Context: an optimization exercise on an open-source flow, tuned for small area. The choices shown serve that exercise and are no tape-out recipe.
Function was checked by simulation only, so behaviour that the tests miss may differ from the original.
Power is estimated from default activity; no workload was simulated.

## job 2880
## dmd_draw
module dmd_draw (
    input  wire        clk,
    input  wire        rst,
    input  wire        cmd_valid,
    output wire        cmd_ready,
    input  wire [31:0] cmd_data,
    output wire        busy,
    output wire        ill,
    input  wire [6:0]  rd_addr,
    output wire [7:0]  rd_data
);
clock: 12.0 ns
lec_check: 0
cap_margin: 0
core_margin: 2
core_utilization: 40
cts_buf_list: sky130_fd_sc_hd__clkbuf_8
cts_cluster_diameter: 100
cts_cluster_size: 14
slew_margin: 0
standard.sh (not shown) runs the stock make flow with config.mk's settings and CLKGATE_MAP_FILE= SYNTH_SCRIPT=/design/flow/synth_recipe.tcl, a recipe that flattens the netlist after the stock synthesis.
==> flow/flow/run.sh <==
#!/bin/bash
# The standard ORFS layout (standard.sh), except that synthesis maps the
# logic with an area-oriented ABC script (flow/abc_area_map.script) in place
# of ORFS's speed script.  Registers, flattening and renaming are those of
# the standard synthesis; every later step is the standard flow.
set -euo pipefail
here=$(pwd)
rm -rf "$here/scripts_abc"
cp -r "$FLOW_HOME/scripts" "$here/scripts_abc"
cp "$here/flow/abc_area_map.script" "$here/scripts_abc/abc_speed.script"
bash standard.sh SCRIPTS_DIR="$here/scripts_abc" synth > "$here/synth.log" 2>&1
bash standard.sh finish > "$here/layout.log" 2>&1
==> flow/flow/abc_area_map.script <==
strash
&get -n
&st
&dch
&nf -R 1000 -p
&put
mfs2
strash
dch -f
amap
topo
stime -c
buffer -c
dnsize -c
The final layout from job 2880, which completed every stage, passed the timing, DRC and antenna checks at the end of the flow.
[inputs] job 9297 vs job 2880
# job 2880
export LEC_CHECK = 0
export CAP_MARGIN = 0
export CORE_MARGIN = 2
export CORE_UTILIZATION = 40
export CTS_BUF_LIST = sky130_fd_sc_hd__clkbuf_8
export CTS_CLUSTER_DIAMETER = 100
export CTS_CLUSTER_SIZE = 14
export SLEW_MARGIN = 0
create_clock -name core_clock -period 12.0 [get_ports {clk}]
# job 9297
export LEC_CHECK = 0
export CAP_MARGIN = 20
export CORE_MARGIN = 2
export CORE_UTILIZATION = 40
export CTS_BUF_LIST = sky130_fd_sc_hd__clkbuf_8
export CTS_CLUSTER_DIAMETER = 100
export CTS_CLUSTER_SIZE = 14
export SLEW_MARGIN = 20
create_clock -name core_clock -period 12.0 [get_ports {clk}]
--- a/flow/flow/abc_area_map.script
+++ b/flow/flow/abc_area_map.script
@@ -8,2 +8,3 @@
 strash
+dc2
 dch -f
## What came out
- Diff job 2880 -> job 9297: design area climbed 0.63%; via count held.
- Looking at library cell contributing the largest single delay on the critical path, the sky130_fd_sc_hd__or4_1 result is from job 9297; the sky130_fd_sc_hd__clkdlybuf4s50_1 one comes from job 2880.
- Job 9297: part of the total power dissipated in combinational logic 2.9 points below job 2880
diff inputs: job 9297 => job 107
# job 9297
export LEC_CHECK = 0
export CAP_MARGIN = 20
export CORE_MARGIN = 2
export CORE_UTILIZATION = 40
export CTS_BUF_LIST = sky130_fd_sc_hd__clkbuf_8
export CTS_CLUSTER_DIAMETER = 100
export CTS_CLUSTER_SIZE = 14
export SLEW_MARGIN = 20
create_clock -name core_clock -period 12.0 [get_ports {clk}]
# job 107
export LEC_CHECK = 0
export CAP_MARGIN = 10
export CORE_MARGIN = 2
export CORE_UTILIZATION = 50
export CTS_BUF_LIST = sky130_fd_sc_hd__clkbuf_8
export CTS_CLUSTER_DIAMETER = 100
export CTS_CLUSTER_SIZE = 14
export PLACE_DENSITY = 0.62
export SLEW_MARGIN = 10
create_clock -name core_clock -period 12.0 [get_ports {clk}]
--- a/flow/flow/abc_area_map.script
+++ b/flow/flow/abc_area_map.script
@@ -8,3 +8,2 @@
 strash
-dc2
 dch -f
==> comparison <==
Job 107 vs job 9297, highest layer used for signal routing: met5 vs met4
Flop-to-flop setup slack in job 107 is 680 ps above job 9297.
Of job 9297 and job 107, the lower clock share of power belongs to job 107.
Synthesized area: job 9297 vs job 107, no meaningful difference
| minimum clock period | lower: job 107 |
Between job 9297 and job 107, insertion delay to the later sink of the worst-skew pair decreased.
Of the two candidates, job 9297 has the worse global-route wire length before repair and job 107 the better one.
Sort job 9297 and job 107 by die height, ascending, and job 107 comes first.
Sort job 9297 and job 107 by number of global-route vias before repair desc -> top: job 9297
Edits applied to the flow inputs when going from job 107 to job 8495:
# job 107
export LEC_CHECK = 0
export CAP_MARGIN = 10
export CORE_MARGIN = 2
export CORE_UTILIZATION = 50
export CTS_BUF_LIST = sky130_fd_sc_hd__clkbuf_8
export CTS_CLUSTER_DIAMETER = 100
export CTS_CLUSTER_SIZE = 14
export PLACE_DENSITY = 0.62
export SLEW_MARGIN = 10
create_clock -name core_clock -period 12.0 [get_ports {clk}]
# job 8495
export LEC_CHECK = 0
export CAP_MARGIN = 20
export CORE_MARGIN = 2
export CORE_UTILIZATION = 40
export CTS_BUF_LIST = sky130_fd_sc_hd__clkbuf_8
export CTS_CLUSTER_DIAMETER = 100
export CTS_CLUSTER_SIZE = 14
export SLEW_MARGIN = 20
create_clock -name core_clock -period 12.0 [get_ports {clk}]
--- a/flow/flow/abc_area_map.script
+++ b/flow/flow/abc_area_map.script
@@ -12,3 +12,2 @@
 stime -c
-buffer -c
 dnsize -c
==> comparison <==
- Post-CTS setup-driven buffer insertion count: job 107 vs job 8495 identical
- For the die area, job 8495 came in about 23% higher than job 107 did.
- Comparing job 8495 and job 107, the lower synthesized cell count is on job 8495.
- Job 107 → job 8495: post-route core utilization -9.6 points, share of total power in the clock network went down by 0.8 points, power attributed to the clock group flat.
- Number of stages on the worst setup path delta (job 8495 -> job 107): insignificant
- On design area: between job 8495 and job 107, it ends up lower for job 107.
- Against job 107, wire length per cell in job 8495 fell slightly.
> inputs changed (job 8495 -> job 5632)
--- a/flow/flow/abc_area_map.script
+++ b/flow/flow/abc_area_map.script
@@ -12,2 +12,3 @@
 stime -c
+buffer -c
 dnsize -c
==> summary.txt <==
Of job 5632 and job 8495, the run reporting the higher core utilization was job 8495.
Of job 5632 and job 8495, job 5632 shows the higher number of buffer and inverter stages on the critical path, with job 8495 below it.
In job 5632 the worst hold slack turned out 5.3 ps lower than in job 8495.
Share of total power in combinational logic: job 5632 vs job 8495 down 1.2 points

* * *

Setup of job 6710:
dmd_draw, a different RTL version from the one above (not shown whole).
Size in the first run: roughly 3400 cells after synthesis, ~1100 flip-flops, ~38000 um2 of cells after synthesis.
Settings: LEC_CHECK=0, CAP_MARGIN=20, CORE_MARGIN=2, CORE_UTILIZATION=40, SLEW_MARGIN=20; clock period 12.0 ns.
==> flow/flow/abc_area_map.script <==
strash
&get -n
&st
&dch
&nf -R 1000 -p
&put
mfs2
strash
dch -f
amap
topo
stime -c
buffer -c
dnsize -c
Scripts as last shown in full above: flow/flow/run.sh
## Diff of input files: job 2451 against job 6710
Settings: putting CTS_CLUSTER_DIAMETER at 120 where nothing was set; putting CTS_BUF_LIST at sky130_fd_sc_hd__clkbuf_16 where nothing was set; putting CTS_CLUSTER_SIZE at 30 where nothing was set.
==> flow/run.sh (new file) <==
#!/bin/bash
# synth_recipe.tcl (not shown) runs the flow's synth.tcl, then flattens the netlist and writes it again
# the make line also repeats each setting of config.mk as NAME=value (left out here)
make -C /OpenROAD-flow-scripts/flow DESIGN_CONFIG=/design/flow/config.mk WORK_HOME=/design/flow/orfs CLKGATE_MAP_FILE= SYNTH_SCRIPT=/design/flow/synth_recipe.tcl finish
removed: flow/flow/run.sh
removed: flow/flow/abc_area_map.script
removed: flow/standard.sh
[summary]
- Job 2451 against job 6710: number of gates on the worst path with buffers counted now smaller; via count of the first global-routing pass now larger; arrival time at the worst endpoint now smaller.
- Maximum fanout along the worst path: job 2451 vs job 6710 up 6
- The smallest setup slack after layout in job 2451 was higher than what job 6710 gave.
- Relative to job 6710, the power of job 2451 is lower by 0.0051 W.
- Portion of total power attributed to combinational logic, job 2451 and job 6710: higher on job 6710
- Compared with job 6710, job 2451 shows total wirelength of the detailed-routed design higher by about 1.2%.
- Job 2451 ended up with a higher area of the core region than job 6710 did.
diff inputs: job 2451 => job 1374
Settings: removing CTS_BUF_LIST (formerly sky130_fd_sc_hd__clkbuf_16); removing CTS_CLUSTER_DIAMETER (formerly 120); removing CTS_CLUSTER_SIZE (formerly 30).
Notes after the runs:
Where worst hold slack is concerned, job 2451 is better than job 1374.
Clock power delta (job 1374 − job 2451): unfavourable
Per the comparison of job 1374 with job 2451, core occupancy in the finished layout went up, routed wire length went up.
What job 1117 does differently from job 1374 at the input level:
Settings: setting CTS_BUF_LIST to sky130_fd_sc_hd__clkbuf_8 for the first time; setting CTS_CLUSTER_SIZE to 25 for the first time; changing CORE_UTILIZATION from 40 to 60; setting PLACE_DENSITY to 0.7 for the first time; changing CAP_MARGIN from 20 to 0; changing SLEW_MARGIN from 20 to 0.
==> comparison <==
Job 1117 reached the end of the flow, and the finished layout is clean on the timing, DRC and antenna checks.
Summary — minimum clock period after layout, job 1117 relative to job 1374: higher, by 140 ps.
Compared with job 1374, job 1117 shows a final-stage net count that is 41 higher.
The run showing the smaller register-to-register slack is job 1117.
Compare job 1117 and job 1374 | global-route met2 utilization higher: job 1117
Any difference in multi-input combinational cell count between job 1117 and job 1374 is small enough to ignore.
[diff] worst supply voltage drop on vdd, job 1117 relative to job 1374: regression

* * *

dmd_draw, a different RTL version from the one above (not shown whole).
Size: ~3300 cells after synthesis, about 1100 flip-flops, ~53 I/O pins, roughly 37000 µm² of cells after synthesis.
==> flow/config.mk <==
export PLATFORM = sky130hd
export DESIGN_NAME = dmd_draw
export DESIGN_NICKNAME = dmd_draw
export VERILOG_FILES = /design/flow/design.v
export SDC_FILE = /design/flow/constraint.sdc
export NUM_CORES = 4
export LEC_CHECK = 0
export CAP_MARGIN = 20
export CORE_MARGIN = 2
export CORE_UTILIZATION = 65
export CTS_BUF_LIST = sky130_fd_sc_hd__clkbuf_8
export CTS_CLUSTER_DIAMETER = 100
export CTS_CLUSTER_SIZE = 14
export PLACE_DENSITY = 0.75
export SLEW_MARGIN = 20
==> flow/constraint.sdc <==
create_clock -name core_clock -period 12.0 [get_ports {clk}]
set_input_delay 2.4000 -clock core_clock [delete_from_list [all_inputs] [get_ports {clk}]]
set_output_delay 2.4000 -clock core_clock [all_outputs]
set_load 0.01 [all_outputs]
==> flow/flow/run.sh <==
#!/bin/bash
# The standard ORFS layout (standard.sh), except that synthesis maps the
# logic with an area-oriented ABC script (flow/abc_area_map.script) in place
# of ORFS's speed script.  Registers, flattening and renaming are those of
# the standard synthesis; every later step is the standard flow.
set -euo pipefail
here=$(pwd)
rm -rf "$here/scripts_abc"
cp -r "$FLOW_HOME/scripts" "$here/scripts_abc"
cp "$here/flow/abc_area_map.script" "$here/scripts_abc/abc_speed.script"
bash standard.sh SCRIPTS_DIR="$here/scripts_abc" synth > "$here/synth.log" 2>&1
bash standard.sh finish > "$here/layout.log" 2>&1
==> flow/flow/abc_area_map.script <==
strash
&get -n
&st
&dch
&nf -R 1000 -p
&put
mfs2
strash
dch -f
amap
topo
stime -c
buffer -c
dnsize -c
The starting point completed with no timing, DRC or antenna violations.
Then changed:
==> flow/config.mk (replaced) <==
export PLATFORM = sky130hd
export DESIGN_NAME = dmd_draw
export DESIGN_NICKNAME = dmd_draw
export VERILOG_FILES = /design/flow/design.v
export SDC_FILE = /design/flow/constraint.sdc
export NUM_CORES = 4
export LEC_CHECK = 0
export CAP_MARGIN = 20
export CORE_MARGIN = 2
export CORE_UTILIZATION = 40
export CTS_BUF_LIST = sky130_fd_sc_hd__clkbuf_16
export CTS_CLUSTER_DIAMETER = 120
export CTS_CLUSTER_SIZE = 28
export SLEW_MARGIN = 20
=>
- setup slack gains 0.20 ns
- core utilization decreases by 27 points
- final cell count increases by 9.1%
- power decreases by 0.61%
- global-route usage decreases by 15 points
- routed wire length decreases by 3.5%
- cell area increases by 1.2%
Then changed:
--- a/flow/config.mk
+++ b/flow/config.mk
@@ -9,6 +9,6 @@
 export CORE_MARGIN = 2
 export CORE_UTILIZATION = 40
-export CTS_BUF_LIST = sky130_fd_sc_hd__clkbuf_16
-export CTS_CLUSTER_DIAMETER = 120
-export CTS_CLUSTER_SIZE = 28
+export CTS_BUF_LIST = sky130_fd_sc_hd__clkbuf_8
+export CTS_CLUSTER_DIAMETER = 100
+export CTS_CLUSTER_SIZE = 17
 export SLEW_MARGIN = 20
- design area went down by 0.37%
- setup slack stays flat
- via count rises by 0.64%
- total power is lower by 1.5%
- final cell count went up by 0.80%
- wire length is higher by 0.50%
- utilization shrinks by 0.16 points
Then changed:
--- a/flow/config.mk
+++ b/flow/config.mk
@@ -11,4 +11,5 @@
 export CTS_BUF_LIST = sky130_fd_sc_hd__clkbuf_8
 export CTS_CLUSTER_DIAMETER = 100
-export CTS_CLUSTER_SIZE = 17
+export CTS_CLUSTER_SIZE = 14
+export GPL_TIMING_DRIVEN = 0
 export SLEW_MARGIN = 20
Effect:
- setup slack is worse by 0.31 ns
- non-clock buffer count goes up by 134
- via count goes up by roughly a tenth
- core utilization goes up by 0.70 points
- total power goes up by a few percent
- hold slack is better by 0.028 ns
- global-route usage goes up by 7.7 points
- register-to-register slack is worse by 0.20 ns
- die area does not change
Then changed:
--- a/flow/config.mk
+++ b/flow/config.mk
@@ -9,7 +9,6 @@
 export CORE_MARGIN = 2
 export CORE_UTILIZATION = 40
-export CTS_BUF_LIST = sky130_fd_sc_hd__clkbuf_8
-export CTS_CLUSTER_DIAMETER = 100
-export CTS_CLUSTER_SIZE = 14
-export GPL_TIMING_DRIVEN = 0
+export CTS_BUF_LIST = sky130_fd_sc_hd__clkbuf_16
+export CTS_CLUSTER_DIAMETER = 120
+export CTS_CLUSTER_SIZE = 24
 export SLEW_MARGIN = 20
=> Worst setup slack improved by 0.29 ns; register-to-register slack improved by 0.24 ns; final area falls by 0.71%; non-clock buffer count falls by 134; first-iteration DRC count falls by 33%; combinational power falls by 7.4%; maximum frequency rises by 2.7%.

afterwards: timing with drivers on the ports:
The flow's constraints put no driver on any port. The routed layouts listed below were extracted and timed again, unchanged, in two steps. Step 1, drivers: a clkbuf_16 drives clk and a buf_2 each remaining input, both assumed. Step 2 moves the port delays by t, midway between the first and last clock arrival at a register: inputs arrive t later, outputs are due t later. That takes back most of the time a late clock gives input paths. Slacks: ideal ports / drivers / drivers and shift; pairs: ideal ports / drivers.
| run | shift t [ns] | setup slack, ns | slew at the worst register clock pin (ns) | pins driven straight from the clock port |
|---|---|---|---|---|
| job 2880 | 0.790 | 0.715 / 0.655 / 0.912 | 0.10 / 0.10 | 1 |
| job 9297 | 0.776 | 0.487 / 0.465 / 0.465 | 0.11 / 0.11 | 1 |
| job 107 | 0.757 | 0.698 / 0.641 / 0.787 | 0.10 / 0.10 | 1 |
| job 8495 | 0.781 | 0.666 / 0.603 / 0.776 | 0.11 / 0.11 | 1 |
| job 5632 | 0.789 | 0.695 / 0.635 / 0.923 | 0.10 / 0.10 | 1 |
| job 6710 | 0.740 | 1.214 / 1.192 / 1.192 | 0.07 / 0.07 | 1 |
| job 2451 | 0.709 | 2.097 / 2.074 / 2.074 | 0.12 / 0.12 | 1 |
| job 1374 | 0.752 | 2.123 / 2.100 / 2.100 | 0.07 / 0.07 | 1 |
| job 1117 | 0.870 | 1.982 / 1.957 / 1.957 | 0.07 / 0.07 | 1 |
| the first run of note 3 | 0.774 | 1.250 / 1.217 / 1.217 | 0.12 / 0.12 | 1 |
| the second run of note 3 | 0.719 | 1.447 / 1.423 / 1.423 | 0.12 / 0.12 | 1 |
| the third run of note 3 | 0.783 | 1.448 / 1.424 / 1.424 | 0.12 / 0.12 | 1 |
| the fourth run of note 3 | 0.816 | 1.139 / 1.078 / 1.078 | 0.12 / 0.12 | 1 |
| the fifth run of note 3 | 0.722 | 1.429 / 1.405 / 1.405 | 0.12 / 0.12 | 1 |
After both steps setup and hold are still met in every run listed. The setup slack of the fourth run of note 3, which loses most, moves by -0.061 ns with the drivers and by -0.061 ns with both steps.
